Source: an optimization exercise on an open RTL-to-GDS flow (aim: small area). Production flows keep margins and buffers that such runs may drop.
The RTL was checked by simulation tests, not by an equivalence proof against the original design.
The clock input has no modelled driver; a real chip could not lean on it and would need a root buffer or a full tree.
Power and IR drop assume default switching activity.

$ cat design/flow/standard.sh
#!/bin/bash
# synth_recipe.tcl (not shown) runs the flow's synth.tcl, then flattens the netlist and writes it again
# the make line also repeats each setting of config.mk as NAME=value (left out here)
make -C /OpenROAD-flow-scripts/flow DESIGN_CONFIG=/design/flow/config.mk WORK_HOME=/design/flow/orfs CLKGATE_MAP_FILE= SYNTH_SCRIPT=/design/flow/synth_recipe.tcl "${@:-finish}"
$ cat design/flow/flow/run.sh
#!/bin/bash
# The standard layout (standard.sh, standard synthesis script), with:
#  * DONT_USE_CELLS: the platform's list plus the larger drive strengths of
#    the logic cells (flow/dont_use.txt), so that synthesis maps the
#    single-gate modules of the RTL to the smallest cells;
#  * port buffers of the smallest buffer cell (buf_1) instead of the cell
#    buffer_ports picks by default;
#  * a clock tree of clkbuf_4 cells, one sink cluster and no dummy loads,
#    which flow/post_cts.tcl (run at the end of the CTS step) collapses to
#    its root buffer, sized to clkbuf_8, driving all 16 registers.
# The whole output of the flow goes to standard_flow.log; ORFS keeps each
# step's log under orfs/logs/.
set -euo pipefail
here=$(cd "$(dirname "$0")" && pwd)
DONT_USE=$(cat "$here/dont_use.txt")
CTS="-sink_clustering_enable -repair_clock_nets -dont_use_dummy_load"
CTS="$CTS -buf_list sky130_fd_sc_hd__clkbuf_4 -root_buf sky130_fd_sc_hd__clkbuf_4"
CTS="$CTS -sink_clustering_buffer sky130_fd_sc_hd__clkbuf_4"
CTS="$CTS -sink_clustering_size 30 -sink_clustering_max_diameter 300"
bash standard.sh "DONT_USE_CELLS=$DONT_USE" \
    "BUFFER_PORTS_ARGS=-buffer_cell sky130_fd_sc_hd__buf_1" \
    "CTS_ARGS=$CTS" "POST_CTS_TCL=$here/post_cts.tcl" finish > standard_flow.log 2>&1
$ cat design/flow/flow/dont_use.txt
sky130_fd_sc_hd__probe_p_8 sky130_fd_sc_hd__probec_p_8 sky130_fd_sc_hd__lpflow_bleeder_1 sky130_fd_sc_hd__lpflow_bleeder_1 sky130_fd_sc_hd__lpflow_clkbufkapwr_1 sky130_fd_sc_hd__lpflow_clkbufkapwr_16 sky130_fd_sc_hd__lpflow_clkbufkapwr_2 sky130_fd_sc_hd__lpflow_clkbufkapwr_4 sky130_fd_sc_hd__lpflow_clkbufkapwr_8 sky130_fd_sc_hd__lpflow_clkinvkapwr_1 sky130_fd_sc_hd__lpflow_clkinvkapwr_16 sky130_fd_sc_hd__lpflow_clkinvkapwr_2 sky130_fd_sc_hd__lpflow_clkinvkapwr_4 sky130_fd_sc_hd__lpflow_clkinvkapwr_8 sky130_fd_sc_hd__lpflow_decapkapwr_12 sky130_fd_sc_hd__lpflow_decapkapwr_3 sky130_fd_sc_hd__lpflow_decapkapwr_4 sky130_fd_sc_hd__lpflow_decapkapwr_6 sky130_fd_sc_hd__lpflow_decapkapwr_8 sky130_fd_sc_hd__lpflow_inputiso0n_1 sky130_fd_sc_hd__lpflow_inputiso0p_1 sky130_fd_sc_hd__lpflow_inputiso1n_1 sky130_fd_sc_hd__lpflow_inputiso1p_1 sky130_fd_sc_hd__lpflow_inputisolatch_1 sky130_fd_sc_hd__lpflow_isobufsrc_1 sky130_fd_sc_hd__lpflow_isobufsrc_16 sky130_fd_sc_hd__lpflow_isobufsrc_2 sky130_fd_sc_hd__lpflow_isobufsrc_4 sky130_fd_sc_hd__lpflow_isobufsrc_8 sky130_fd_sc_hd__lpflow_isobufsrckapwr_16 sky130_fd_sc_hd__lpflow_lsbuf_lh_hl_isowell_tap_1 sky130_fd_sc_hd__lpflow_lsbuf_lh_hl_isowell_tap_2 sky130_fd_sc_hd__lpflow_lsbuf_lh_hl_isowell_tap_4 sky130_fd_sc_hd__lpflow_lsbuf_lh_isowell_4 sky130_fd_sc_hd__lpflow_lsbuf_lh_isowell_tap_1 sky130_fd_sc_hd__lpflow_lsbuf_lh_isowell_tap_2 sky130_fd_sc_hd__lpflow_lsbuf_lh_isowell_tap_4 sky130_fd_sc_hd__a2111o_2 sky130_fd_sc_hd__a2111o_4 sky130_fd_sc_hd__a2111oi_2 sky130_fd_sc_hd__a2111oi_4 sky130_fd_sc_hd__a211o_2 sky130_fd_sc_hd__a211o_4 sky130_fd_sc_hd__a211oi_2 sky130_fd_sc_hd__a211oi_4 sky130_fd_sc_hd__a21bo_2 sky130_fd_sc_hd__a21bo_4 sky130_fd_sc_hd__a21boi_2 sky130_fd_sc_hd__a21boi_4 sky130_fd_sc_hd__a21o_2 sky130_fd_sc_hd__a21o_4 sky130_fd_sc_hd__a21oi_2 sky130_fd_sc_hd__a21oi_4 sky130_fd_sc_hd__a221o_2 sky130_fd_sc_hd__a221o_4 sky130_fd_sc_hd__a221oi_2 sky130_fd_sc_hd__a221oi_4 sky130_fd_sc_hd__a22o_2 sky130_fd_sc_hd__a22o_4 sky130_fd_sc_hd__a22oi_2 sky130_fd_sc_hd__a22oi_4 sky130_fd_sc_hd__a2bb2o_2 sky130_fd_sc_hd__a2bb2o_4 sky130_fd_sc_hd__a2bb2oi_2 sky130_fd_sc_hd__a2bb2oi_4 sky130_fd_sc_hd__a311o_2 sky130_fd_sc_hd__a311o_4 sky130_fd_sc_hd__a311oi_2 sky130_fd_sc_hd__a311oi_4 sky130_fd_sc_hd__a31o_2 sky130_fd_sc_hd__a31o_4 sky130_fd_sc_hd__a31oi_2 sky130_fd_sc_hd__a31oi_4 sky130_fd_sc_hd__a32o_2 sky130_fd_sc_hd__a32o_4 sky130_fd_sc_hd__a32oi_2 sky130_fd_sc_hd__a32oi_4 sky130_fd_sc_hd__a41o_2 sky130_fd_sc_hd__a41o_4 sky130_fd_sc_hd__a41oi_2 sky130_fd_sc_hd__a41oi_4 sky130_fd_sc_hd__and2_2 sky130_fd_sc_hd__and2_4 sky130_fd_sc_hd__and2b_2 sky130_fd_sc_hd__and2b_4 sky130_fd_sc_hd__and3_2 sky130_fd_sc_hd__and3_4 sky130_fd_sc_hd__and3b_2 sky130_fd_sc_hd__and3b_4 sky130_fd_sc_hd__and4_2 sky130_fd_sc_hd__and4_4 sky130_fd_sc_hd__and4b_2 sky130_fd_sc_hd__and4b_4 sky130_fd_sc_hd__and4bb_2 sky130_fd_sc_hd__and4bb_4 sky130_fd_sc_hd__dfbbn_2 sky130_fd_sc_hd__dfrbp_2 sky130_fd_sc_hd__dfrtp_2 sky130_fd_sc_hd__dfrtp_4 sky130_fd_sc_hd__dfsbp_2 sky130_fd_sc_hd__dfstp_2 sky130_fd_sc_hd__dfstp_4 sky130_fd_sc_hd__dlclkp_2 sky130_fd_sc_hd__dlclkp_4 sky130_fd_sc_hd__dlrbn_2 sky130_fd_sc_hd__dlrbp_2 sky130_fd_sc_hd__dlrtn_2 sky130_fd_sc_hd__dlrtn_4 sky130_fd_sc_hd__dlrtp_2 sky130_fd_sc_hd__dlrtp_4 sky130_fd_sc_hd__dlxbn_2 sky130_fd_sc_hd__dlxtn_2 sky130_fd_sc_hd__dlxtn_4 sky130_fd_sc_hd__ebufn_2 sky130_fd_sc_hd__ebufn_4 sky130_fd_sc_hd__ebufn_8 sky130_fd_sc_hd__einvn_2 sky130_fd_sc_hd__einvn_4 sky130_fd_sc_hd__einvn_8 sky130_fd_sc_hd__einvp_2 sky130_fd_sc_hd__einvp_4 sky130_fd_sc_hd__einvp_8 sky130_fd_sc_hd__fa_2 sky130_fd_sc_hd__fa_4 sky130_fd_sc_hd__ha_2 sky130_fd_sc_hd__ha_4 sky130_fd_sc_hd__inv_12 sky130_fd_sc_hd__inv_16 sky130_fd_sc_hd__inv_2 sky130_fd_sc_hd__inv_4 sky130_fd_sc_hd__inv_6 sky130_fd_sc_hd__inv_8 sky130_fd_sc_hd__maj3_2 sky130_fd_sc_hd__maj3_4 sky130_fd_sc_hd__mux2_2 sky130_fd_sc_hd__mux2_4 sky130_fd_sc_hd__mux2_8 sky130_fd_sc_hd__mux2i_2 sky130_fd_sc_hd__mux2i_4 sky130_fd_sc_hd__mux4_2 sky130_fd_sc_hd__mux4_4 sky130_fd_sc_hd__nand2_2 sky130_fd_sc_hd__nand2_4 sky130_fd_sc_hd__nand2_8 sky130_fd_sc_hd__nand2b_2 sky130_fd_sc_hd__nand2b_4 sky130_fd_sc_hd__nand3_2 sky130_fd_sc_hd__nand3_4 sky130_fd_sc_hd__nand3b_2 sky130_fd_sc_hd__nand3b_4 sky130_fd_sc_hd__nand4_2 sky130_fd_sc_hd__nand4_4 sky130_fd_sc_hd__nand4b_2 sky130_fd_sc_hd__nand4b_4 sky130_fd_sc_hd__nand4bb_2 sky130_fd_sc_hd__nand4bb_4 sky130_fd_sc_hd__nor2_2 sky130_fd_sc_hd__nor2_4 sky130_fd_sc_hd__nor2_8 sky130_fd_sc_hd__nor2b_2 sky130_fd_sc_hd__nor2b_4 sky130_fd_sc_hd__nor3_2 sky130_fd_sc_hd__nor3_4 sky130_fd_sc_hd__nor3b_2 sky130_fd_sc_hd__nor3b_4 sky130_fd_sc_hd__nor4_2 sky130_fd_sc_hd__nor4_4 sky130_fd_sc_hd__nor4b_2 sky130_fd_sc_hd__nor4b_4 sky130_fd_sc_hd__nor4bb_2 sky130_fd_sc_hd__nor4bb_4 sky130_fd_sc_hd__o2111a_2 sky130_fd_sc_hd__o2111a_4 sky130_fd_sc_hd__o2111ai_2 sky130_fd_sc_hd__o2111ai_4 sky130_fd_sc_hd__o211a_2 sky130_fd_sc_hd__o211a_4 sky130_fd_sc_hd__o211ai_2 sky130_fd_sc_hd__o211ai_4 sky130_fd_sc_hd__o21a_2 sky130_fd_sc_hd__o21a_4 sky130_fd_sc_hd__o21ai_2 sky130_fd_sc_hd__o21ai_4 sky130_fd_sc_hd__o21ba_2 sky130_fd_sc_hd__o21ba_4 sky130_fd_sc_hd__o21bai_2 sky130_fd_sc_hd__o21bai_4 sky130_fd_sc_hd__o221a_2 sky130_fd_sc_hd__o221a_4 sky130_fd_sc_hd__o221ai_2 sky130_fd_sc_hd__o221ai_4 sky130_fd_sc_hd__o22a_2 sky130_fd_sc_hd__o22a_4 sky130_fd_sc_hd__o22ai_2 sky130_fd_sc_hd__o22ai_4 sky130_fd_sc_hd__o2bb2a_2 sky130_fd_sc_hd__o2bb2a_4 sky130_fd_sc_hd__o2bb2ai_2 sky130_fd_sc_hd__o2bb2ai_4 sky130_fd_sc_hd__o311a_2 sky130_fd_sc_hd__o311a_4 sky130_fd_sc_hd__o311ai_2 sky130_fd_sc_hd__o311ai_4 sky130_fd_sc_hd__o31a_2 sky130_fd_sc_hd__o31a_4 sky130_fd_sc_hd__o31ai_2 sky130_fd_sc_hd__o31ai_4 sky130_fd_sc_hd__o32a_2 sky130_fd_sc_hd__o32a_4 sky130_fd_sc_hd__o32ai_2 sky130_fd_sc_hd__o32ai_4 sky130_fd_sc_hd__o41a_2 sky130_fd_sc_hd__o41a_4 sky130_fd_sc_hd__o41ai_2 sky130_fd_sc_hd__o41ai_4 sky130_fd_sc_hd__or2_2 sky130_fd_sc_hd__or2_4 sky130_fd_sc_hd__or2b_2 sky130_fd_sc_hd__or2b_4 sky130_fd_sc_hd__or3_2 sky130_fd_sc_hd__or3_4 sky130_fd_sc_hd__or3b_2 sky130_fd_sc_hd__or3b_4 sky130_fd_sc_hd__or4_2 sky130_fd_sc_hd__or4_4 sky130_fd_sc_hd__or4b_2 sky130_fd_sc_hd__or4b_4 sky130_fd_sc_hd__or4bb_2 sky130_fd_sc_hd__or4bb_4 sky130_fd_sc_hd__sdfbbn_2 sky130_fd_sc_hd__sdfrbp_2 sky130_fd_sc_hd__sdfrtp_2 sky130_fd_sc_hd__sdfrtp_4 sky130_fd_sc_hd__sdfsbp_2 sky130_fd_sc_hd__sdfstp_2 sky130_fd_sc_hd__sdfstp_4 sky130_fd_sc_hd__sdfxbp_2 sky130_fd_sc_hd__sdfxtp_2 sky130_fd_sc_hd__sdfxtp_4 sky130_fd_sc_hd__sdlclkp_2 sky130_fd_sc_hd__sdlclkp_4 sky130_fd_sc_hd__sedfxbp_2 sky130_fd_sc_hd__sedfxtp_2 sky130_fd_sc_hd__sedfxtp_4 sky130_fd_sc_hd__xnor2_2 sky130_fd_sc_hd__xnor2_4 sky130_fd_sc_hd__xnor3_2 sky130_fd_sc_hd__xnor3_4 sky130_fd_sc_hd__xor2_2 sky130_fd_sc_hd__xor2_4 sky130_fd_sc_hd__xor3_2 sky130_fd_sc_hd__xor3_4
$ cat design/flow/flow/post_cts.tcl
# Run by the CTS step after clock_tree_synthesis (POST_CTS_TCL): collapse
# the two-level clock tree built for these 16 registers to its root
# buffer, sized up to clkbuf_8, which then drives every register.
set db    [ord::get_db]
set block [ord::get_db_block]
set clk_port_net [$block findNet clk]
set roots {}
foreach it [$clk_port_net getITerms] {
  lappend roots [$it getInst]
}
if { [llength $roots] == 1 } {
  set root [lindex $roots 0]
  set root_net [[$root findITerm X] getNet]
  set leaves {}
  foreach it [$root_net getITerms] {
    set inst [$it getInst]
    if { [$it isInputSignal] && [string match "*clkbuf*" [[$inst getMaster] getName]] } {
      lappend leaves $inst
    }
  }
  foreach inst $leaves {
    set leaf_net [[$inst findITerm X] getNet]
    set sinks {}
    foreach s [$leaf_net getITerms] {
      if { [$s isInputSignal] } { lappend sinks $s }
    }
    foreach s $sinks {
      $s disconnect
      $s connect $root_net
    }
    puts "post_cts: removed [$inst getName] ([[$inst getMaster] getName]), [llength $sinks] sinks moved to [$root_net getName]"
    odb::dbInst_destroy $inst
    odb::dbNet_destroy $leaf_net
  }
  $root swapMaster [$db findMaster sky130_fd_sc_hd__clkbuf_8]
  puts "post_cts: root [$root getName] is now [[$root getMaster] getName]"
  detailed_placement
  check_placement -verbose
  estimate_parasitics -placement
  report_clock_skew
  report_worst_slack -max
  report_worst_slack -min
} else {
  puts "post_cts: clock port drives [llength $roots] cells, left as it is"
}
$ cat design/flow/constraint.sdc
create_clock -name core_clock -period 8.0 [get_ports {clk}]
set_input_delay 1.6000 -clock core_clock [delete_from_list [all_inputs] [get_ports {clk}]]
set_output_delay 1.6000 -clock core_clock [all_outputs]
set_load 0.01 [all_outputs]
$ cat design/flow/design.v
module rc5_decoder (
    input  wire        clk,
    input  wire        rst,           
    input  wire        req_valid,
    input  wire [35:0] req,
    input  wire [31:0] LOW_BOUND,
    input  wire [31:0] HIGH_BOUND,
    output wire [16:0] rsp,
    output wire        available,
    output wire        evt_en,
    output wire        tick_clr
);
    reg        p1, p0;
    reg [13:0] shn;                  
    wire [31:0] ticks = req[31:0];
    wire [15:0] w     = req[15:0];
    wire        o2    = req[35];
    wire        o1    = req[34];
    wire        o0    = req[33];
    wire [32:1] lc, hc;
    wire t_n0;
    rc5_inv   u_ti0 (.a(ticks[0]), .y(t_n0));
    rc5_nor2  u_lc0 (.a(t_n0), .b(LOW_BOUND[0]), .y(lc[1]));    
    rc5_nand2 u_hc0 (.a(t_n0), .b(HIGH_BOUND[0]), .y(hc[1]));    
    wire t_n1, l_nor1, l_nand1, h_nor1, h_nand1;
    rc5_inv   u_ti1 (.a(ticks[1]), .y(t_n1));
    rc5_nor2  u_lo1 (.a(t_n1), .b(LOW_BOUND[1]), .y(l_nor1));
    rc5_nand2 u_la1 (.a(t_n1), .b(LOW_BOUND[1]), .y(l_nand1));
    rc5_nor2  u_ho1 (.a(t_n1), .b(HIGH_BOUND[1]), .y(h_nor1));
    rc5_nand2 u_ha1 (.a(t_n1), .b(HIGH_BOUND[1]), .y(h_nand1));
    rc5_o21ai u_lc1 (.a1(l_nor1), .a2(lc[1]), .b1(l_nand1), .y(lc[2]));
    rc5_o21ai u_hc1 (.a1(h_nor1), .a2(hc[1]), .b1(h_nand1), .y(hc[2]));
    wire t_n2;
    rc5_inv   u_ti2 (.a(ticks[2]), .y(t_n2));
    rc5_maj3  u_lc2 (.a(t_n2), .b(LOW_BOUND[2]), .c(lc[2]), .y(lc[3]));
    rc5_maj3  u_hc2 (.a(t_n2), .b(HIGH_BOUND[2]), .c(hc[2]), .y(hc[3]));
    wire t_n3;
    rc5_inv   u_ti3 (.a(ticks[3]), .y(t_n3));
    rc5_maj3  u_lc3 (.a(t_n3), .b(LOW_BOUND[3]), .c(lc[3]), .y(lc[4]));
    rc5_maj3  u_hc3 (.a(t_n3), .b(HIGH_BOUND[3]), .c(hc[3]), .y(hc[4]));
    wire t_n4;
    rc5_inv   u_ti4 (.a(ticks[4]), .y(t_n4));
    rc5_maj3  u_lc4 (.a(t_n4), .b(LOW_BOUND[4]), .c(lc[4]), .y(lc[5]));
    rc5_maj3  u_hc4 (.a(t_n4), .b(HIGH_BOUND[4]), .c(hc[4]), .y(hc[5]));
    wire t_n5;
    rc5_inv   u_ti5 (.a(ticks[5]), .y(t_n5));
    rc5_maj3  u_lc5 (.a(t_n5), .b(LOW_BOUND[5]), .c(lc[5]), .y(lc[6]));
    rc5_maj3  u_hc5 (.a(t_n5), .b(HIGH_BOUND[5]), .c(hc[5]), .y(hc[6]));
    wire t_n6;
    rc5_inv   u_ti6 (.a(ticks[6]), .y(t_n6));
    rc5_maj3  u_lc6 (.a(t_n6), .b(LOW_BOUND[6]), .c(lc[6]), .y(lc[7]));
    rc5_maj3  u_hc6 (.a(t_n6), .b(HIGH_BOUND[6]), .c(hc[6]), .y(hc[7]));
    wire lb_n7, hb_n7, l_and7, l_or7, h_and7, h_or7;
    rc5_inv   u_li7 (.a(LOW_BOUND[7]), .y(lb_n7));
    rc5_inv   u_hi7 (.a(HIGH_BOUND[7]), .y(hb_n7));
    rc5_nor2  u_la7 (.a(ticks[7]), .b(lb_n7), .y(l_and7));
    rc5_nand2 u_lo7 (.a(ticks[7]), .b(lb_n7), .y(l_or7));
    rc5_nor2  u_ha7 (.a(ticks[7]), .b(hb_n7), .y(h_and7));
    rc5_nand2 u_ho7 (.a(ticks[7]), .b(hb_n7), .y(h_or7));
    rc5_o21ai u_lc7 (.a1(l_and7), .a2(lc[7]), .b1(l_or7), .y(lc[8]));
    rc5_o21ai u_hc7 (.a1(h_and7), .a2(hc[7]), .b1(h_or7), .y(hc[8]));
    wire t_n8, l_nor8, l_nand8, h_nor8, h_nand8;
    rc5_inv   u_ti8 (.a(ticks[8]), .y(t_n8));
    rc5_nor2  u_lo8 (.a(t_n8), .b(LOW_BOUND[8]), .y(l_nor8));
    rc5_nand2 u_la8 (.a(t_n8), .b(LOW_BOUND[8]), .y(l_nand8));
    rc5_nor2  u_ho8 (.a(t_n8), .b(HIGH_BOUND[8]), .y(h_nor8));
    rc5_nand2 u_ha8 (.a(t_n8), .b(HIGH_BOUND[8]), .y(h_nand8));
    rc5_o21ai u_lc8 (.a1(l_nor8), .a2(lc[8]), .b1(l_nand8), .y(lc[9]));
    rc5_o21ai u_hc8 (.a1(h_nor8), .a2(hc[8]), .b1(h_nand8), .y(hc[9]));
    wire lb_n9, hb_n9, l_and9, l_or9, h_and9, h_or9;
    rc5_inv   u_li9 (.a(LOW_BOUND[9]), .y(lb_n9));
    rc5_inv   u_hi9 (.a(HIGH_BOUND[9]), .y(hb_n9));
    rc5_nor2  u_la9 (.a(ticks[9]), .b(lb_n9), .y(l_and9));
    rc5_nand2 u_lo9 (.a(ticks[9]), .b(lb_n9), .y(l_or9));
    rc5_nor2  u_ha9 (.a(ticks[9]), .b(hb_n9), .y(h_and9));
    rc5_nand2 u_ho9 (.a(ticks[9]), .b(hb_n9), .y(h_or9));
    rc5_o21ai u_lc9 (.a1(l_and9), .a2(lc[9]), .b1(l_or9), .y(lc[10]));
    rc5_o21ai u_hc9 (.a1(h_and9), .a2(hc[9]), .b1(h_or9), .y(hc[10]));
    wire t_n10, l_nor10, l_nand10, h_nor10, h_nand10;
    rc5_inv   u_ti10 (.a(ticks[10]), .y(t_n10));
    rc5_nor2  u_lo10 (.a(t_n10), .b(LOW_BOUND[10]), .y(l_nor10));
    rc5_nand2 u_la10 (.a(t_n10), .b(LOW_BOUND[10]), .y(l_nand10));
    rc5_nor2  u_ho10 (.a(t_n10), .b(HIGH_BOUND[10]), .y(h_nor10));
    rc5_nand2 u_ha10 (.a(t_n10), .b(HIGH_BOUND[10]), .y(h_nand10));
    rc5_o21ai u_lc10 (.a1(l_nor10), .a2(lc[10]), .b1(l_nand10), .y(lc[11]));
    rc5_o21ai u_hc10 (.a1(h_nor10), .a2(hc[10]), .b1(h_nand10), .y(hc[11]));
    wire lb_n11, hb_n11, l_and11, l_or11, h_and11, h_or11;
    rc5_inv   u_li11 (.a(LOW_BOUND[11]), .y(lb_n11));
    rc5_inv   u_hi11 (.a(HIGH_BOUND[11]), .y(hb_n11));
    rc5_nor2  u_la11 (.a(ticks[11]), .b(lb_n11), .y(l_and11));
    rc5_nand2 u_lo11 (.a(ticks[11]), .b(lb_n11), .y(l_or11));
    rc5_nor2  u_ha11 (.a(ticks[11]), .b(hb_n11), .y(h_and11));
    rc5_nand2 u_ho11 (.a(ticks[11]), .b(hb_n11), .y(h_or11));
    rc5_o21ai u_lc11 (.a1(l_and11), .a2(lc[11]), .b1(l_or11), .y(lc[12]));
    rc5_o21ai u_hc11 (.a1(h_and11), .a2(hc[11]), .b1(h_or11), .y(hc[12]));
    wire t_n12, l_nor12, l_nand12, h_nor12, h_nand12;
    rc5_inv   u_ti12 (.a(ticks[12]), .y(t_n12));
    rc5_nor2  u_lo12 (.a(t_n12), .b(LOW_BOUND[12]), .y(l_nor12));
    rc5_nand2 u_la12 (.a(t_n12), .b(LOW_BOUND[12]), .y(l_nand12));
    rc5_nor2  u_ho12 (.a(t_n12), .b(HIGH_BOUND[12]), .y(h_nor12));
    rc5_nand2 u_ha12 (.a(t_n12), .b(HIGH_BOUND[12]), .y(h_nand12));
    rc5_o21ai u_lc12 (.a1(l_nor12), .a2(lc[12]), .b1(l_nand12), .y(lc[13]));
    rc5_o21ai u_hc12 (.a1(h_nor12), .a2(hc[12]), .b1(h_nand12), .y(hc[13]));
    wire lb_n13, hb_n13, l_and13, l_or13, h_and13, h_or13;
    rc5_inv   u_li13 (.a(LOW_BOUND[13]), .y(lb_n13));
    rc5_inv   u_hi13 (.a(HIGH_BOUND[13]), .y(hb_n13));
    rc5_nor2  u_la13 (.a(ticks[13]), .b(lb_n13), .y(l_and13));
    rc5_nand2 u_lo13 (.a(ticks[13]), .b(lb_n13), .y(l_or13));
    rc5_nor2  u_ha13 (.a(ticks[13]), .b(hb_n13), .y(h_and13));
    rc5_nand2 u_ho13 (.a(ticks[13]), .b(hb_n13), .y(h_or13));
    rc5_o21ai u_lc13 (.a1(l_and13), .a2(lc[13]), .b1(l_or13), .y(lc[14]));
    rc5_o21ai u_hc13 (.a1(h_and13), .a2(hc[13]), .b1(h_or13), .y(hc[14]));
    wire t_n14, l_nor14, l_nand14, h_nor14, h_nand14;
    rc5_inv   u_ti14 (.a(ticks[14]), .y(t_n14));
    rc5_nor2  u_lo14 (.a(t_n14), .b(LOW_BOUND[14]), .y(l_nor14));
    rc5_nand2 u_la14 (.a(t_n14), .b(LOW_BOUND[14]), .y(l_nand14));
    rc5_nor2  u_ho14 (.a(t_n14), .b(HIGH_BOUND[14]), .y(h_nor14));
    rc5_nand2 u_ha14 (.a(t_n14), .b(HIGH_BOUND[14]), .y(h_nand14));
    rc5_o21ai u_lc14 (.a1(l_nor14), .a2(lc[14]), .b1(l_nand14), .y(lc[15]));
    rc5_o21ai u_hc14 (.a1(h_nor14), .a2(hc[14]), .b1(h_nand14), .y(hc[15]));
    wire lb_n15, hb_n15, l_and15, l_or15, h_and15, h_or15;
    rc5_inv   u_li15 (.a(LOW_BOUND[15]), .y(lb_n15));
    rc5_inv   u_hi15 (.a(HIGH_BOUND[15]), .y(hb_n15));
    rc5_nor2  u_la15 (.a(ticks[15]), .b(lb_n15), .y(l_and15));
    rc5_nand2 u_lo15 (.a(ticks[15]), .b(lb_n15), .y(l_or15));
    rc5_nor2  u_ha15 (.a(ticks[15]), .b(hb_n15), .y(h_and15));
    rc5_nand2 u_ho15 (.a(ticks[15]), .b(hb_n15), .y(h_or15));
    rc5_o21ai u_lc15 (.a1(l_and15), .a2(lc[15]), .b1(l_or15), .y(lc[16]));
    rc5_o21ai u_hc15 (.a1(h_and15), .a2(hc[15]), .b1(h_or15), .y(hc[16]));
    wire t_n16, l_nor16, l_nand16, h_nor16, h_nand16;
    rc5_inv   u_ti16 (.a(ticks[16]), .y(t_n16));
    rc5_nor2  u_lo16 (.a(t_n16), .b(LOW_BOUND[16]), .y(l_nor16));
    rc5_nand2 u_la16 (.a(t_n16), .b(LOW_BOUND[16]), .y(l_nand16));
    rc5_nor2  u_ho16 (.a(t_n16), .b(HIGH_BOUND[16]), .y(h_nor16));
    rc5_nand2 u_ha16 (.a(t_n16), .b(HIGH_BOUND[16]), .y(h_nand16));
    rc5_o21ai u_lc16 (.a1(l_nor16), .a2(lc[16]), .b1(l_nand16), .y(lc[17]));
    rc5_o21ai u_hc16 (.a1(h_nor16), .a2(hc[16]), .b1(h_nand16), .y(hc[17]));
    wire lb_n17, hb_n17, l_and17, l_or17, h_and17, h_or17;
    rc5_inv   u_li17 (.a(LOW_BOUND[17]), .y(lb_n17));
    rc5_inv   u_hi17 (.a(HIGH_BOUND[17]), .y(hb_n17));
    rc5_nor2  u_la17 (.a(ticks[17]), .b(lb_n17), .y(l_and17));
    rc5_nand2 u_lo17 (.a(ticks[17]), .b(lb_n17), .y(l_or17));
    rc5_nor2  u_ha17 (.a(ticks[17]), .b(hb_n17), .y(h_and17));
    rc5_nand2 u_ho17 (.a(ticks[17]), .b(hb_n17), .y(h_or17));
    rc5_o21ai u_lc17 (.a1(l_and17), .a2(lc[17]), .b1(l_or17), .y(lc[18]));
    rc5_o21ai u_hc17 (.a1(h_and17), .a2(hc[17]), .b1(h_or17), .y(hc[18]));
    wire t_n18, l_nor18, l_nand18, h_nor18, h_nand18;
    rc5_inv   u_ti18 (.a(ticks[18]), .y(t_n18));
    rc5_nor2  u_lo18 (.a(t_n18), .b(LOW_BOUND[18]), .y(l_nor18));
    rc5_nand2 u_la18 (.a(t_n18), .b(LOW_BOUND[18]), .y(l_nand18));
    rc5_nor2  u_ho18 (.a(t_n18), .b(HIGH_BOUND[18]), .y(h_nor18));
    rc5_nand2 u_ha18 (.a(t_n18), .b(HIGH_BOUND[18]), .y(h_nand18));
    rc5_o21ai u_lc18 (.a1(l_nor18), .a2(lc[18]), .b1(l_nand18), .y(lc[19]));
    rc5_o21ai u_hc18 (.a1(h_nor18), .a2(hc[18]), .b1(h_nand18), .y(hc[19]));
    wire lb_n19, hb_n19, l_and19, l_or19, h_and19, h_or19;
    rc5_inv   u_li19 (.a(LOW_BOUND[19]), .y(lb_n19));
    rc5_inv   u_hi19 (.a(HIGH_BOUND[19]), .y(hb_n19));
    rc5_nor2  u_la19 (.a(ticks[19]), .b(lb_n19), .y(l_and19));
    rc5_nand2 u_lo19 (.a(ticks[19]), .b(lb_n19), .y(l_or19));
    rc5_nor2  u_ha19 (.a(ticks[19]), .b(hb_n19), .y(h_and19));
    rc5_nand2 u_ho19 (.a(ticks[19]), .b(hb_n19), .y(h_or19));
    rc5_o21ai u_lc19 (.a1(l_and19), .a2(lc[19]), .b1(l_or19), .y(lc[20]));
    rc5_o21ai u_hc19 (.a1(h_and19), .a2(hc[19]), .b1(h_or19), .y(hc[20]));
    wire t_n20, l_nor20, l_nand20, h_nor20, h_nand20;
    rc5_inv   u_ti20 (.a(ticks[20]), .y(t_n20));
    rc5_nor2  u_lo20 (.a(t_n20), .b(LOW_BOUND[20]), .y(l_nor20));
    rc5_nand2 u_la20 (.a(t_n20), .b(LOW_BOUND[20]), .y(l_nand20));
    rc5_nor2  u_ho20 (.a(t_n20), .b(HIGH_BOUND[20]), .y(h_nor20));
    rc5_nand2 u_ha20 (.a(t_n20), .b(HIGH_BOUND[20]), .y(h_nand20));
    rc5_o21ai u_lc20 (.a1(l_nor20), .a2(lc[20]), .b1(l_nand20), .y(lc[21]));
    rc5_o21ai u_hc20 (.a1(h_nor20), .a2(hc[20]), .b1(h_nand20), .y(hc[21]));
    wire lb_n21, hb_n21, l_and21, l_or21, h_and21, h_or21;
    rc5_inv   u_li21 (.a(LOW_BOUND[21]), .y(lb_n21));
    rc5_inv   u_hi21 (.a(HIGH_BOUND[21]), .y(hb_n21));
    rc5_nor2  u_la21 (.a(ticks[21]), .b(lb_n21), .y(l_and21));
    rc5_nand2 u_lo21 (.a(ticks[21]), .b(lb_n21), .y(l_or21));
    rc5_nor2  u_ha21 (.a(ticks[21]), .b(hb_n21), .y(h_and21));
    rc5_nand2 u_ho21 (.a(ticks[21]), .b(hb_n21), .y(h_or21));
    rc5_o21ai u_lc21 (.a1(l_and21), .a2(lc[21]), .b1(l_or21), .y(lc[22]));
    rc5_o21ai u_hc21 (.a1(h_and21), .a2(hc[21]), .b1(h_or21), .y(hc[22]));
    wire t_n22, l_nor22, l_nand22, h_nor22, h_nand22;
    rc5_inv   u_ti22 (.a(ticks[22]), .y(t_n22));
    rc5_nor2  u_lo22 (.a(t_n22), .b(LOW_BOUND[22]), .y(l_nor22));
    rc5_nand2 u_la22 (.a(t_n22), .b(LOW_BOUND[22]), .y(l_nand22));
    rc5_nor2  u_ho22 (.a(t_n22), .b(HIGH_BOUND[22]), .y(h_nor22));
    rc5_nand2 u_ha22 (.a(t_n22), .b(HIGH_BOUND[22]), .y(h_nand22));
    rc5_o21ai u_lc22 (.a1(l_nor22), .a2(lc[22]), .b1(l_nand22), .y(lc[23]));
    rc5_o21ai u_hc22 (.a1(h_nor22), .a2(hc[22]), .b1(h_nand22), .y(hc[23]));
    wire lb_n23, hb_n23, l_and23, l_or23, h_and23, h_or23;
    rc5_inv   u_li23 (.a(LOW_BOUND[23]), .y(lb_n23));
    rc5_inv   u_hi23 (.a(HIGH_BOUND[23]), .y(hb_n23));
    rc5_nor2  u_la23 (.a(ticks[23]), .b(lb_n23), .y(l_and23));
    rc5_nand2 u_lo23 (.a(ticks[23]), .b(lb_n23), .y(l_or23));
    rc5_nor2  u_ha23 (.a(ticks[23]), .b(hb_n23), .y(h_and23));
    rc5_nand2 u_ho23 (.a(ticks[23]), .b(hb_n23), .y(h_or23));
    rc5_o21ai u_lc23 (.a1(l_and23), .a2(lc[23]), .b1(l_or23), .y(lc[24]));
    rc5_o21ai u_hc23 (.a1(h_and23), .a2(hc[23]), .b1(h_or23), .y(hc[24]));
    wire t_n24, l_nor24, l_nand24, h_nor24, h_nand24;
    rc5_inv   u_ti24 (.a(ticks[24]), .y(t_n24));
    rc5_nor2  u_lo24 (.a(t_n24), .b(LOW_BOUND[24]), .y(l_nor24));
    rc5_nand2 u_la24 (.a(t_n24), .b(LOW_BOUND[24]), .y(l_nand24));
    rc5_nor2  u_ho24 (.a(t_n24), .b(HIGH_BOUND[24]), .y(h_nor24));
    rc5_nand2 u_ha24 (.a(t_n24), .b(HIGH_BOUND[24]), .y(h_nand24));
    rc5_o21ai u_lc24 (.a1(l_nor24), .a2(lc[24]), .b1(l_nand24), .y(lc[25]));
    rc5_o21ai u_hc24 (.a1(h_nor24), .a2(hc[24]), .b1(h_nand24), .y(hc[25]));
    wire lb_n25, hb_n25, l_and25, l_or25, h_and25, h_or25;
    rc5_inv   u_li25 (.a(LOW_BOUND[25]), .y(lb_n25));
    rc5_inv   u_hi25 (.a(HIGH_BOUND[25]), .y(hb_n25));
    rc5_nor2  u_la25 (.a(ticks[25]), .b(lb_n25), .y(l_and25));
    rc5_nand2 u_lo25 (.a(ticks[25]), .b(lb_n25), .y(l_or25));
    rc5_nor2  u_ha25 (.a(ticks[25]), .b(hb_n25), .y(h_and25));
    rc5_nand2 u_ho25 (.a(ticks[25]), .b(hb_n25), .y(h_or25));
    rc5_o21ai u_lc25 (.a1(l_and25), .a2(lc[25]), .b1(l_or25), .y(lc[26]));
    rc5_o21ai u_hc25 (.a1(h_and25), .a2(hc[25]), .b1(h_or25), .y(hc[26]));
    wire t_n26, l_nor26, l_nand26, h_nor26, h_nand26;
    rc5_inv   u_ti26 (.a(ticks[26]), .y(t_n26));
    rc5_nor2  u_lo26 (.a(t_n26), .b(LOW_BOUND[26]), .y(l_nor26));
    rc5_nand2 u_la26 (.a(t_n26), .b(LOW_BOUND[26]), .y(l_nand26));
    rc5_nor2  u_ho26 (.a(t_n26), .b(HIGH_BOUND[26]), .y(h_nor26));
    rc5_nand2 u_ha26 (.a(t_n26), .b(HIGH_BOUND[26]), .y(h_nand26));
    rc5_o21ai u_lc26 (.a1(l_nor26), .a2(lc[26]), .b1(l_nand26), .y(lc[27]));
    rc5_o21ai u_hc26 (.a1(h_nor26), .a2(hc[26]), .b1(h_nand26), .y(hc[27]));
    wire lb_n27, hb_n27, l_and27, l_or27, h_and27, h_or27;
    rc5_inv   u_li27 (.a(LOW_BOUND[27]), .y(lb_n27));
    rc5_inv   u_hi27 (.a(HIGH_BOUND[27]), .y(hb_n27));
    rc5_nor2  u_la27 (.a(ticks[27]), .b(lb_n27), .y(l_and27));
    rc5_nand2 u_lo27 (.a(ticks[27]), .b(lb_n27), .y(l_or27));
    rc5_nor2  u_ha27 (.a(ticks[27]), .b(hb_n27), .y(h_and27));
    rc5_nand2 u_ho27 (.a(ticks[27]), .b(hb_n27), .y(h_or27));
    rc5_o21ai u_lc27 (.a1(l_and27), .a2(lc[27]), .b1(l_or27), .y(lc[28]));
    rc5_o21ai u_hc27 (.a1(h_and27), .a2(hc[27]), .b1(h_or27), .y(hc[28]));
    wire t_n28, l_nor28, l_nand28, h_nor28, h_nand28;
    rc5_inv   u_ti28 (.a(ticks[28]), .y(t_n28));
    rc5_nor2  u_lo28 (.a(t_n28), .b(LOW_BOUND[28]), .y(l_nor28));
    rc5_nand2 u_la28 (.a(t_n28), .b(LOW_BOUND[28]), .y(l_nand28));
    rc5_nor2  u_ho28 (.a(t_n28), .b(HIGH_BOUND[28]), .y(h_nor28));
    rc5_nand2 u_ha28 (.a(t_n28), .b(HIGH_BOUND[28]), .y(h_nand28));
    rc5_o21ai u_lc28 (.a1(l_nor28), .a2(lc[28]), .b1(l_nand28), .y(lc[29]));
    rc5_o21ai u_hc28 (.a1(h_nor28), .a2(hc[28]), .b1(h_nand28), .y(hc[29]));
    wire lb_n29, hb_n29, l_and29, l_or29, h_and29, h_or29;
    rc5_inv   u_li29 (.a(LOW_BOUND[29]), .y(lb_n29));
    rc5_inv   u_hi29 (.a(HIGH_BOUND[29]), .y(hb_n29));
    rc5_nor2  u_la29 (.a(ticks[29]), .b(lb_n29), .y(l_and29));
    rc5_nand2 u_lo29 (.a(ticks[29]), .b(lb_n29), .y(l_or29));
    rc5_nor2  u_ha29 (.a(ticks[29]), .b(hb_n29), .y(h_and29));
    rc5_nand2 u_ho29 (.a(ticks[29]), .b(hb_n29), .y(h_or29));
    rc5_o21ai u_lc29 (.a1(l_and29), .a2(lc[29]), .b1(l_or29), .y(lc[30]));
    rc5_o21ai u_hc29 (.a1(h_and29), .a2(hc[29]), .b1(h_or29), .y(hc[30]));
    wire t_n30, l_nor30, l_nand30, h_nor30, h_nand30;
    rc5_inv   u_ti30 (.a(ticks[30]), .y(t_n30));
    rc5_nor2  u_lo30 (.a(t_n30), .b(LOW_BOUND[30]), .y(l_nor30));
    rc5_nand2 u_la30 (.a(t_n30), .b(LOW_BOUND[30]), .y(l_nand30));
    rc5_nor2  u_ho30 (.a(t_n30), .b(HIGH_BOUND[30]), .y(h_nor30));
    rc5_nand2 u_ha30 (.a(t_n30), .b(HIGH_BOUND[30]), .y(h_nand30));
    rc5_o21ai u_lc30 (.a1(l_nor30), .a2(lc[30]), .b1(l_nand30), .y(lc[31]));
    rc5_o21ai u_hc30 (.a1(h_nor30), .a2(hc[30]), .b1(h_nand30), .y(hc[31]));
    wire lb_n31, hb_n31, l_and31, l_or31, h_and31, h_or31;
    rc5_inv   u_li31 (.a(LOW_BOUND[31]), .y(lb_n31));
    rc5_inv   u_hi31 (.a(HIGH_BOUND[31]), .y(hb_n31));
    rc5_nor2  u_la31 (.a(ticks[31]), .b(lb_n31), .y(l_and31));
    rc5_nand2 u_lo31 (.a(ticks[31]), .b(lb_n31), .y(l_or31));
    rc5_nor2  u_ha31 (.a(ticks[31]), .b(hb_n31), .y(h_and31));
    rc5_nand2 u_ho31 (.a(ticks[31]), .b(hb_n31), .y(h_or31));
    rc5_o21ai u_lc31 (.a1(l_and31), .a2(lc[31]), .b1(l_or31), .y(lc[32]));
    rc5_o21ai u_hc31 (.a1(h_and31), .a2(hc[31]), .b1(h_or31), .y(hc[32]));
    wire is_long;
    rc5_nor2b u_long (.a(hc[32]), .b(lc[32]), .y(is_long));    
    wire en, x10, nd, deliver, arm;
    rc5_or2    u_en   (.a(p1), .b(p0), .y(en));                        
    rc5_xor2   u_x10  (.a(o1), .b(o0), .y(x10));
    rc5_nand3  u_nd   (.a(req_valid), .b(x10), .c(en), .y(nd));
    rc5_nor3   u_dlv  (.a(nd), .b(o2), .c(rst), .y(deliver));
    assign tick_clr = deliver;
    rc5_and4b  u_arm  (.a(o2), .b(req_valid), .c(o1), .d(o0), .y(arm));    
    wire eL_n, eP;
    rc5_mux2i  u_el   (.s(o0), .a1(is_long), .a0(req[1]), .y(eL_n));    
    rc5_mux2   u_ep   (.s(o0), .a1(req[32]), .a0(req[0]), .y(eP));
    wire nb, y_bad, m_err_n, err, emit, d_a, d_b, done;
    rc5_xnor2  u_nb   (.a(shn[0]), .b(p0), .y(nb));                    
    rc5_xnor2  u_ybad (.a(eP), .b(nb), .y(y_bad));                     
    rc5_maj3   u_merr (.a(eL_n), .b(shn[13]), .c(p0), .y(m_err_n));
    rc5_nand2b u_err  (.a(y_bad), .b(m_err_n), .y(err));               
    rc5_nand2  u_emit (.a(p0), .b(eL_n), .y(emit));                    
    rc5_nor2   u_da   (.a(nb), .b(shn[12]), .y(d_a));                  
    rc5_nor2   u_db   (.a(shn[0]), .b(shn[13]), .y(d_b));              
    rc5_mux2   u_done (.s(emit), .a1(d_a), .a0(d_b), .y(done));
    wire p1_d, p1_m_n, z, dp_n, x_n, w_n, p1_nx, p0_nx;
    rc5_o21ai  u_p1d  (.a1(err), .a2(done), .b1(p1), .y(p1_d));         
    rc5_mux2i  u_p1m  (.s(deliver), .a1(p1_d), .a0(p1), .y(p1_m_n));
    rc5_nor3   u_p1n  (.a(rst), .b(arm), .c(p1_m_n), .y(p1_nx));
    rc5_a21oi  u_z    (.a1(p0), .a2(eL_n), .b1(d_a), .y(z));            
    rc5_nand2  u_dp   (.a(deliver), .b(p1), .y(dp_n));
    rc5_a21oi  u_x    (.a1(p0), .a2(dp_n), .b1(arm), .y(x_n));
    rc5_o21ai  u_w    (.a1(err), .a2(z), .b1(deliver), .y(w_n));
    rc5_a21oi  u_p0n  (.a1(x_n), .a2(w_n), .b1(rst), .y(p0_nx));
    wire p1_n, sft_n, hold, shift, h13_n;
    rc5_inv    u_p1n2 (.a(p1), .y(p1_n));
    rc5_nand3  u_sft  (.a(deliver), .b(p1), .c(emit), .y(sft_n));      
    rc5_o21ai  u_hold (.a1(p1_n), .a2(emit), .b1(deliver), .y(hold));  
    rc5_inv    u_shf  (.a(hold), .y(shift));
    rc5_nand2b u_h13  (.a(rst), .b(hold), .y(h13_n));                  
    wire [13:0] shn_nx;
    genvar k;
    generate
        for (k = 1; k < 13; k = k + 1) begin : g_sh
            rc5_o22a u_sh (.a1(sft_n), .a2(shn[k-1]), .b1(shift), .b2(shn[k]), .y(shn_nx[k]));
        end
    endgenerate
    rc5_a2bb2o u_sh0 (.a1_n(sft_n), .a2_n(nb), .b1(hold), .b2(shn[0]), .y(shn_nx[0]));
    rc5_o22a u_sh13 (.a1(sft_n), .a2(shn[12]), .b1(h13_n), .b2(shn[13]), .y(shn_nx[13]));
    always @(posedge clk) begin
        p1  <= p1_nx;
        p0  <= p0_nx;
        shn <= shn_nx;
    end
    wire g, avail, ga_n, take_n, xcmd, xtog, xaddr;
    rc5_and3b  u_g    (.a(rst), .b(req_valid), .c(o2), .y(g));         
    rc5_nor2   u_av   (.a(en), .b(shn[13]), .y(avail));                
    rc5_nand2  u_ga   (.a(g), .b(avail), .y(ga_n));
    rc5_or3    u_take (.a(o1), .b(o0), .c(ga_n), .y(take_n));          
    rc5_and3b  u_xc   (.a(o1), .b(g), .c(o0), .y(xcmd));
    rc5_and3b  u_xt   (.a(o0), .b(g), .c(o1), .y(xtog));
    rc5_and3   u_xa   (.a(g), .b(o1), .c(o0), .y(xaddr));
    assign available = avail;
    assign evt_en    = en;
    rc5_o31a   u_r16  (.a1(o1), .a2(o0), .a3(avail), .b1(g), .y(rsp[16]));
    assign rsp[15:14] = 2'b00;
    generate
        for (k = 6; k < 14; k = k + 1) begin : g_rw
            rc5_nor2 u_r (.a(take_n), .b(shn[k]), .y(rsp[k]));
        end
        for (k = 1; k < 5; k = k + 1) begin : g_rc
            wire c_n, a_n;
            rc5_nand2  u_c (.a(xcmd), .b(w[k]), .y(c_n));
            rc5_nand2  u_a (.a(xaddr), .b(w[k+6]), .y(a_n));
            rc5_o211ai u_r (.a1(take_n), .a2(shn[k]), .b1(c_n), .c1(a_n), .y(rsp[k]));
        end
    endgenerate
    wire r5_c, r0_ct, r0_a;
    rc5_nand2  u_r5c (.a(xcmd), .b(w[5]), .y(r5_c));
    rc5_o21ai  u_r5  (.a1(take_n), .a2(shn[5]), .b1(r5_c), .y(rsp[5]));
    rc5_a22oi  u_r0c (.a1(xcmd), .a2(w[0]), .b1(xtog), .b2(w[11]), .y(r0_ct));
    rc5_nand2  u_r0a (.a(xaddr), .b(w[6]), .y(r0_a));
    rc5_o211ai u_r0  (.a1(take_n), .a2(shn[0]), .b1(r0_ct), .c1(r0_a), .y(rsp[0]));
endmodule
module rc5_inv    (input wire a, output wire y);                          assign y = ~a;                  endmodule
module rc5_nand2  (input wire a, input wire b, output wire y);            assign y = ~(a & b);            endmodule
module rc5_nor2   (input wire a, input wire b, output wire y);            assign y = ~(a | b);            endmodule
module rc5_or2    (input wire a, input wire b, output wire y);            assign y = a | b;               endmodule
module rc5_xor2   (input wire a, input wire b, output wire y);            assign y = a ^ b;               endmodule
module rc5_xnor2  (input wire a, input wire b, output wire y);            assign y = ~(a ^ b);            endmodule
module rc5_nor2b  (input wire a, input wire b, output wire y);            assign y = ~a & b;              endmodule
module rc5_nand2b (input wire a, input wire b, output wire y);            assign y = a | ~b;              endmodule
module rc5_nand3  (input wire a, input wire b, input wire c, output wire y); assign y = ~(a & b & c);     endmodule
module rc5_nor3   (input wire a, input wire b, input wire c, output wire y); assign y = ~(a | b | c);     endmodule
module rc5_and3   (input wire a, input wire b, input wire c, output wire y); assign y = a & b & c;        endmodule
module rc5_and3b  (input wire a, input wire b, input wire c, output wire y); assign y = ~a & b & c;       endmodule
module rc5_nor3b  (input wire a, input wire b, input wire c, output wire y); assign y = ~a & ~b & c;      endmodule
module rc5_or3b   (input wire a, input wire b, input wire c, output wire y); assign y = a | b | ~c;       endmodule
module rc5_maj3   (input wire a, input wire b, input wire c, output wire y); assign y = (a & b) | (c & (a | b)); endmodule
module rc5_and4b  (input wire a, input wire b, input wire c, input wire d, output wire y); assign y = ~a & b & c & d;    endmodule
module rc5_mux2   (input wire s, input wire a1, input wire a0, output wire y); assign y = s ? a1 : a0;     endmodule
module rc5_mux2i  (input wire s, input wire a1, input wire a0, output wire y); assign y = ~(s ? a1 : a0);  endmodule
module rc5_o21ai  (input wire a1, input wire a2, input wire b1, output wire y); assign y = ~((a1 | a2) & b1); endmodule
module rc5_or3    (input wire a, input wire b, input wire c, output wire y); assign y = a | b | c;        endmodule
module rc5_o21a   (input wire a1, input wire a2, input wire b1, output wire y); assign y = (a1 | a2) & b1;  endmodule
module rc5_o22a   (input wire a1, input wire a2, input wire b1, input wire b2, output wire y);
    assign y = (a1 | a2) & (b1 | b2);
endmodule
module rc5_o211ai (input wire a1, input wire a2, input wire b1, input wire c1, output wire y);
    assign y = ~((a1 | a2) & b1 & c1);
endmodule
module rc5_a2bb2o (input wire a1_n, input wire a2_n, input wire b1, input wire b2, output wire y);
    assign y = (~a1_n & ~a2_n) | (b1 & b2);
endmodule
module rc5_a21oi  (input wire a1, input wire a2, input wire b1, output wire y); assign y = ~((a1 & a2) | b1); endmodule
module rc5_o31a   (input wire a1, input wire a2, input wire a3, input wire b1, output wire y);
    assign y = (a1 | a2 | a3) & b1;
endmodule
module rc5_a22oi  (input wire a1, input wire a2, input wire b1, input wire b2, output wire y);
    assign y = ~((a1 & a2) | (b1 & b2));
endmodule
$ cat design/flow/config.mk
export PLATFORM = sky130hd
export DESIGN_NAME = rc5_decoder
export DESIGN_NICKNAME = rc5_decoder
export VERILOG_FILES = /design/flow/design.v
export SDC_FILE = /design/flow/constraint.sdc
export NUM_CORES = 4
export LEC_CHECK = 0
export CAP_MARGIN = 0
export CORE_MARGIN = 2
export CORE_UTILIZATION = 50
export SETUP_SLACK_MARGIN = -1.0
export SLEW_MARGIN = 0
export SYNTH_HIERARCHICAL = 1
export SYNTH_MINIMUM_KEEP_SIZE = 0
==> results of run 1 <==
modules after synthesis, one instance, submodules excluded, excerpt:
module / flops+latches / copies in the design / cell area (um2) / cells inside
rc5_xor2: 0 / 1 / 8.758 / 1
rc5_nand3: 0 / 2 / 5.005 / 1
rc5_mux2i: 0 / 2 / 10.01 / 1
rc5_maj3: 0 / 11 / 10.01 / 1
rc5_o21ai: 0 / 56 / 5.005 / 1
rc5_and3: 0 / 1 / 6.256 / 1
rc5_mux2: 0 / 2 / 11.26 / 1
rc5_nand2b: 0 / 2 / 6.256 / 1
rc5_inv: 0 / 47 / 3.754 / 1
rc5_xnor2: 0 / 2 / 8.758 / 1
rc5_or2: 0 / 1 / 6.256 / 1
rc5_nor2: 0 / 64 / 3.754 / 1
rc5_a22oi: 0 / 1 / 7.507 / 1
rc5_and3b: 0 / 3 / 8.758 / 1
rc5_o211ai: 0 / 5 / 7.507 / 1
Yosys cell counts (all sizes together):
cell type  number  area [um2]
nand2          66       247.7
nor2           64       240.2
o21ai          56       280.3
inv            47       176.4
dfxtp          16       320.3
o22a           13       113.9
maj3           11       110.1
o211ai          5       37.54
a21oi           3       15.01
and3b           3       26.28
buf             2       15.01
mux2            2       22.52
mux2i           2       20.02
nand2b          2       12.51
nand3           2       10.01
nor3            2       10.01
xnor2           2       17.52
a22oi           1       7.510
and3            1       6.260
and4b           1       10.01
conb            1       3.750
nor2b           1       6.260
o2bb2ai         1       8.760
o31a            1       8.760
or2             1       6.260
or3             1       6.260
xor2            1       8.760
cells by family (layout without fill, tap and decap cells):
logic type / count (synthesis) / in the layout / share of synthesized area
AND/OR/NAND/NOR: 144 / 144 / 0.3329
AO/OA/AOI/OAI: 80 / 80 / 0.2699
buffers and inverters: 49 / 168 / 0.1095
flip-flops: 16 / 16 / 0.1833
adder cells (fa/ha/maj): 11 / 11 / 0.06299
multiplexers: 4 / 4 / 0.02434
XOR/XNOR: 3 / 3 / 0.01503
other: 1 / 2 / 0.002145
sequential cells by signal, indices dropped and copies added (netlist names):
name,cells
p1,1
p0,1
shn,14
worst paths after layout:
check / depth (start not counted) / end / slack, ns
worst max-delay path: 39 / shn[8]$_DFF_P_ / 0.35
worst min-delay path: 1 / shn[11]$_DFF_P_ / 0.52
worst max register to register: 5 / shn[8]$_DFF_P_ / 5.72
worst min register to register: 1 / shn[11]$_DFF_P_ / 0.52
metrics by stage:
stage            util  TNS (ns)  power (W)
2_1_floorplan       -         0  0.0001562
3_3_place_gp   0.6727         0  0.0001871
3_5_place_dp   0.6727         0  0.0001895
5_1_grt        0.6768    -6.442  0.0002370
6_report       0.6768         0  0.0002203
report_power, final:
| part | switching [W] | internal [W] |
|---|---|---|
| combinational | 0.0000437 | 0.0000429 |
| sequential | 0.0000102 | 0.0000918 |
| clock | 0.0000200 | 0.0000116 |
| total | 0.0000739 | 0.000146 |
final cells by class:
type / count / area share
clock buffer: 1 / 0.006094
sequential: 16 / 0.1418
timing repair buffer: 120 / 0.1994
inverter: 47 / 0.07812
multi-input combinational: 244 / 0.5490
tap: 46 / 0.02548
per-layer routing:
metal / part of all wire / global-route usage / vias to the layer above / routed length, um
li1: - / - / 1244 / -
met1: 0.43 / 0.2923 / 934 / 2030
met2: 0.46 / 0.4056 / 100 / 2147
met3: 0.084 / 0.02321 / 16 / 393
met4: 0.022 / 0.06389 / 0 / 105
met5: 0 / 0 / - / 0
==> impl_results.md, run 1 <==
* Diode count at 0
* Die X-Extent at about 63 um
* Cell Area, Synth at roughly 1700 um2
* Pin count of the biggest net entering global routing at 17
* Startpoint type of the worst setup path: input port
* Initial standard-cell utilization of the core at 0.5238
* GRT Total Usage at 0.2287
* Leakage dissipation at ~1.0 nW
* Minimum clock period after layout at between 7 and 8 ns
* Worst-case clock skew at roughly 0.00024 ns
* Placeable core area at between 3000 and 4000 um2
* Highest-count cells in the layout ignoring fill and taps: sky130_fd_sc_hd__buf_1, sky130_fd_sc_hd__nand2_1, sky130_fd_sc_hd__nor2_1
* Maximum single-stage delay on the critical path at between 0.3 and 0.4 ns
* Clk Latency, worst-skew pair at 0.15 ns
* DRT iter0 DRCs at about 130
* Data required time of the critical path at a little over 8 ns
* First-pass GRT wire length at between 7 and 8 mm
* Result of the run: finished clean
* Path type of the worst min-delay path: reg2reg
* Worst setup timing slack at the placement stage at about 0.18 ns
* Post-synthesis area per instance at around 5.7 um2
* Synth warn at 7
* Post-route fraction of the period consumed by the critical path at 0.9566
* Timing startpoint of the critical path: req[0]
* Number of rows in the core area at 21
* Final WL at approximately 4.7 mm
* Remaining DRCs at 0
* Max frequency at roughly 130 MHz
* Number of max-capacitance violations reported at 0
* Net count of the finished layout at 533
* Final-layout fill cell count at between 300 and 400
* Number of nets with antenna violations after routing at 0
* Power per standard cell area at between 90 and 100 nW/um2
* Cell Count, Final, Fillers Out at between 400 and 500
* Multi-input gate area at roughly 1200 um2
* Count of vias placed by the detailed router at 2294
* Final setup violation count at 0
* Number of synthesized register bits at 16
* Synth Instances at between 300 and 400
* Gate family responsible for the most delay along the worst path: compound AO/OA/AOI/OAI gates
* Worst hold path startpoint: shn[11]$_DFF_P_
* Measured slew at the worst slew-check pin at about 0.64 ns
* Number of distinct standard cells referenced by the synthesized netlist at 27
* Headroom to the max-slew limit at 0.5729
* Register cell area after layout at 320.3 um2
* Ratio of cells with drive above 1 in the final layout at 0.002336
* Worst slack on hold paths at 0.5210 ns
* Most frequent cell on the critical path: sky130_fd_sc_hd__o21ai_1
* Relative area change from synthesis to final layout at 29.21%
* Die area at 3985 um2
* DR WL/cell at roughly 9.9 um
* Final Wtd Congestion at 0.8142
* Slowest-stage cell, CP: sky130_fd_sc_hd__nand3_1
* Clock transition at path regs at 0.10 ns
* Post-route cell area at around 2300 um2
* Count of final hold-check violations at 0
* Post-layout worst setup margin at 0.3475 ns
* Number of search-and-repair iterations in the first detailed-routing pass at 5
* Buffering stage count on the worst path with inverters included at 2
* Post-placement cell area at about 2200 um2
* Vias per cell at between 4 and 5
* Count of clock tree sinks at 16
* Worst setup path class: in2reg
* Count of buffers inserted at the top-level ports at 120
* Cell total after placement at 473
* Final Slew Violations at 0
* Overflow left after global routing at 0
* Worst ir drop on vdd at between 150 and 200 uV
* Reg2Reg Launch Point: p0$_DFF_P_
* Number of antenna violations at the first check in global routing at 0
* Critical-path maximum fanout at 14
* Vias in the first global route at 1927
* Data arrival at the endpoint of the critical path at 7.70 ns
* HPWL Detailed at slightly below 4 mm
* Top-level I/O count at ~120
* Endpoint kind of the worst setup timing path: flop
* Most common cell after layout, fill and taps aside: sky130_fd_sc_hd__buf_1
* Overall die height at between 60 and 70 um
* Share of synthesized area occupied by flip-flops and latches at 0.1832
==> run 2, diff against run 1 <==
--- a/design/flow/design.v
+++ b/design/flow/design.v
@@ -355,15 +355,12 @@
 module rc5_nor3   (input wire a, input wire b, input wire c, output wire y); assign y = ~(a | b | c);     endmodule
 module rc5_and3   (input wire a, input wire b, input wire c, output wire y); assign y = a & b & c;        endmodule
 module rc5_and3b  (input wire a, input wire b, input wire c, output wire y); assign y = ~a & b & c;       endmodule
-module rc5_nor3b  (input wire a, input wire b, input wire c, output wire y); assign y = ~a & ~b & c;      endmodule
-module rc5_or3b   (input wire a, input wire b, input wire c, output wire y); assign y = a | b | ~c;       endmodule
 module rc5_maj3   (input wire a, input wire b, input wire c, output wire y); assign y = (a & b) | (c & (a | b)); endmodule
 module rc5_and4b  (input wire a, input wire b, input wire c, input wire d, output wire y); assign y = ~a & b & c & d;    endmodule
 module rc5_mux2   (input wire s, input wire a1, input wire a0, output wire y); assign y = s ? a1 : a0;     endmodule
 module rc5_mux2i  (input wire s, input wire a1, input wire a0, output wire y); assign y = ~(s ? a1 : a0);  endmodule
 module rc5_o21ai  (input wire a1, input wire a2, input wire b1, output wire y); assign y = ~((a1 | a2) & b1); endmodule
 module rc5_or3    (input wire a, input wire b, input wire c, output wire y); assign y = a | b | c;        endmodule
-module rc5_o21a   (input wire a1, input wire a2, input wire b1, output wire y); assign y = (a1 | a2) & b1;  endmodule
 module rc5_o22a   (input wire a1, input wire a2, input wire b1, input wire b2, output wire y);
     assign y = (a1 | a2) & (b1 | b2);
 endmodule
==> impl_results.md, run 2 <==
* Synth Instances at 308 (unchanged)
* Top FF cell, synth: sky130_fd_sc_hd__dfxtp_1
* Final setup violation count at 0 (unchanged)
* Die area at 3985 um2 (unchanged)
* Total chip power at 0.0002203 W (unchanged)
* Number of enable flip-flop cells after synthesis at 0 (unchanged)
* Cell total after placement at 473 (unchanged)
* Ratio of cells with drive above 1 in the final layout at 0.002336 (unchanged)
* Final-layout fill cell count at 354 (unchanged)
* Data required time of the critical path at 8.05 ns (about the same)
* GRT Total Usage at 0.2287 (unchanged)
* Largest register by flop count: shn
* Synth top area share at 0.1832 (unchanged)
* Post-synthesis area per instance at 5.675 um2 (unchanged)
* Asr flop ratio synth at 0 (unchanged)
* Count of final hold-check violations at 0 (unchanged)
* Worst-case clock skew at 0.0002436 ns (unchanged)
* Data arrival at the endpoint of the critical path at 7.70 ns (about the same)
* Count of vias placed by the detailed router at 2294 (unchanged)
* Worst hold path startpoint: shn[11]$_DFF_P_
* Share of synthesized area occupied by flip-flops and latches at 0.1832 (unchanged)
* Post-synthesis adder-cell area fraction at 0.06299 (unchanged)
* Path type of the worst min-delay path: reg2reg
* Post-layout worst setup margin at 0.3475 ns (unchanged)
* Relative area change from synthesis to final layout at 29.21% (unchanged)
* Most frequent cells after synthesis: sky130_fd_sc_hd__nand2_1, sky130_fd_sc_hd__nor2_1, sky130_fd_sc_hd__o21ai_1, sky130_fd_sc_hd__inv_1, sky130_fd_sc_hd__dfxtp_1
* Count of clock tree sinks at 16 (unchanged)
* First-pass GRT wire length at 7.410 mm (unchanged)
* Initial standard-cell utilization of the core at 0.5238 (unchanged)
* Remaining DRCs at 0 (unchanged)
* Number of antenna violations at the first check in global routing at 0 (unchanged)
* Vias per cell at 4.840 (unchanged)
* Die X-Extent at 63.13 um (unchanged)
* Diode count at 0 (unchanged)
* Overall die height at 63.13 um (unchanged)
* Post-route fraction of the period consumed by the critical path at 0.9566 (unchanged)
* Final Slew Violations at 0 (unchanged)
* Endpoint kind of the worst setup timing path: flop
* Number of max-capacitance violations reported at 0 (unchanged)
* Slowest-stage cell, CP: sky130_fd_sc_hd__nand3_1
* Hold Path Depth at 1 (unchanged)
* Post-synthesis xor/xnor area fraction at 0.01503 (unchanged)
* Highest-count cells in the layout ignoring fill and taps: sky130_fd_sc_hd__buf_1, sky130_fd_sc_hd__nand2_1, sky130_fd_sc_hd__nor2_1
* Max frequency at 130.7 MHz (unchanged)
* Leakage dissipation at 1.016 nW (unchanged)
* DRT iter0 DRCs at 132 (unchanged)
* Final Wtd Congestion at 0.8142 (unchanged)
* Final WL at 4.677 mm (unchanged)
* Startpoint type of the worst setup path: input port
* Count of buffers inserted at the top-level ports at 120 (unchanged)
* Cell Area, Synth at 1748 um2 (unchanged)
* HPWL Detailed at 3.933 mm (unchanged)
* Critical-path maximum fanout at 14 (unchanged)
* Number of nets with antenna violations after routing at 0 (unchanged)
* Clock transition at path regs at 0.10 ns (about the same)
* Top cell type by total area after synthesis: sky130_fd_sc_hd__dfxtp_1
* Cell Count, Final, Fillers Out at 474 (unchanged)
* Measured slew at the worst slew-check pin at 0.6358 ns (unchanged)
* Main combinational cell family by area after synthesis: simple AND/OR/NAND/NOR gates
* Number of distinct standard cells referenced by the synthesized netlist at 27 (unchanged)
* Minimum clock period after layout at 7.652 ns (unchanged)
* Biggest regs: shn: 14 flops, p0: 1 flops, p1: 1 flops
* Clk Latency, worst-skew pair at 0.15 ns (about the same)
* DR WL/cell at 9.867 um (unchanged)
* Result of the run: finished clean
* Overflow left after global routing at 0 (unchanged)
* Fraction of the mapped netlist area in compound gates at 0.2699 (unchanged)
* Most common cell after layout, fill and taps aside: sky130_fd_sc_hd__buf_1
* Reg2Reg Launch Point: p0$_DFF_P_
* Post-Synth Simple-Gate Area at 0.3329 (unchanged)
* Depth of the worst register-to-register path at 5 (unchanged)
* Pin count of the biggest net entering global routing at 17 (unchanged)
* Biggest area contributors in the synthesized netlist: sky130_fd_sc_hd__dfxtp_1, sky130_fd_sc_hd__o21ai_1, sky130_fd_sc_hd__nand2_1, sky130_fd_sc_hd__nor2_1, sky130_fd_sc_hd__inv_1
* Vias in the first global route at 1927 (unchanged)
* Worst ir drop on vdd at 153.3 uV (unchanged)
* Power per standard cell area at 97.53 nW/um2 (unchanged)
* Placeable core area at 3337 um2 (unchanged)
* Multiplexer area fraction after synthesis at 0.02434 (unchanged)
* Net count of the finished layout at 533 (unchanged)
* Synth warn at 7 (unchanged)
* Timing startpoint of the critical path: req[0]
* Number of search-and-repair iterations in the first detailed-routing pass at 5 (unchanged)
* Number of rows in the core area at 21 (unchanged)
* Library cell with the highest instance count after synthesis: sky130_fd_sc_hd__nand2_1
* Number of synthesized register bits at 16 (unchanged)
* Worst setup path class: in2reg
* Worst setup timing slack at the placement stage at 0.1760 ns (unchanged)
* Headroom to the max-slew limit at 0.5729 (unchanged)
* Most frequent cell on the critical path: sky130_fd_sc_hd__o21ai_1
* Top-level I/O count at 123 (unchanged)
* Maximum single-stage delay on the critical path at 0.39 ns (about the same)
* Number of flip-flops under the largest register name at 14 (unchanged)
==> run 2: cell counts in the layout (fill, tap and decap cells not counted) <==
No cell type changed its count.
==> run 2: final cells by class <==
class                   count  area (um2)  area share
multi-input cells         244        1240      0.5490
repair buffers            120       450.4      0.1994
flip-flops and latches     16       320.3      0.1418
inverters                  47       176.4     0.07812
well taps                  46       57.56     0.02548
clock buffers               1       13.76    0.006094
==> run 2: per-module statistics from Yosys (local to each module, per instance), a selection <==
module | cells inside | flops+latches
rc5_maj3 | 1 | 0
rc5_mux2i | 1 | 0
rc5_and4b | 1 | 0
rc5_and3b | 1 | 0
rc5_a2bb2o | 1 | 0
rc5_xnor2 | 1 | 0
rc5_a22oi | 1 | 0
rc5_and3 | 1 | 0
rc5_nor2b | 1 | 0
rc5_nor3 | 1 | 0
rc5_nand2 | 1 | 0
==> run 2: worst paths after layout <==
check,to,slack (ns)
max reg2reg,shn[8]$_DFF_P_,5.72
min,shn[11]$_DFF_P_,0.52
min reg2reg,shn[11]$_DFF_P_,0.52
max,shn[8]$_DFF_P_,0.35
==> run 2: kinds of logic after synthesis <==
logic type | after synthesis
other | 1
xor gates and xnor gates | 3
adders and majority gates | 11
DFF | 16
muxes | 4
AOI/OAI and AO/OA | 80
buffers and inverters | 49
and+or+nand+nor | 144
==> run 2: worst max-delay path: cells and delay by family <==
kind / cells / cell delay [ns]
fa+ha+maj: 5 / 1.81
simple gates: 4 / 0.75
buf+inv: 2 / 0.22
compound gates: 27 / 3.19
mux: 1 / 0.11
==> run 2: metrics by stage <==
stage	TNS, ns	hold WS, ns	area, um2	utilization
6_report	0	0.5210	2258	0.6768
5_1_grt	-6.442	0.5410	2258	0.6768
3_5_place_dp	0	0.4909	2245	0.6727
3_3_place_gp	0	0.4908	2245	0.6727
2_1_floorplan	0	0.4739	1752	-
==> run 2: layer usage <==
metal | vias up | routed length, um | global-route usage
li1 | 1244 | - | -
met1 | 934 | 2030 | 0.2923
met2 | 100 | 2147 | 0.4056
met3 | 16 | 393 | 0.02321
met4 | 0 | 105 | 0.06389
met5 | - | 0 | 0
==> run 2: power breakdown <==
part	leakage [nW]	internal (W)	switching, W
Sequential	0.132	0.0000918	0.0000102
Clock	0.00719	0.0000116	0.0000200
Combinational	0.877	0.0000429	0.0000437
Total	1.02	0.000146	0.0000739

-- static timing again, ports no longer ideal --
In the flow no input, the clock included, has a driving cell. The finished layouts below were timed again as built, in two steps. Step 1 assumes that a clkbuf_16 drives the clock port and a buf_2 every other input. Step 2 moves the port delays by t, midway between the first and last clock arrival at a register: inputs arrive t later, outputs are due t later. That takes back most of the time a late clock gives input paths. Three values: no drivers, after step 1, after step 2; two values: the first two.
run	t, ns	setup slack, ns	hold WS [ns]
run 1	0.173	0.348 / 0.314 / 0.140	0.521 / 0.521 / 0.521
run 2	0.173	0.348 / 0.314 / 0.140	0.521 / 0.521 / 0.521
After both steps every run listed still meets setup and hold.
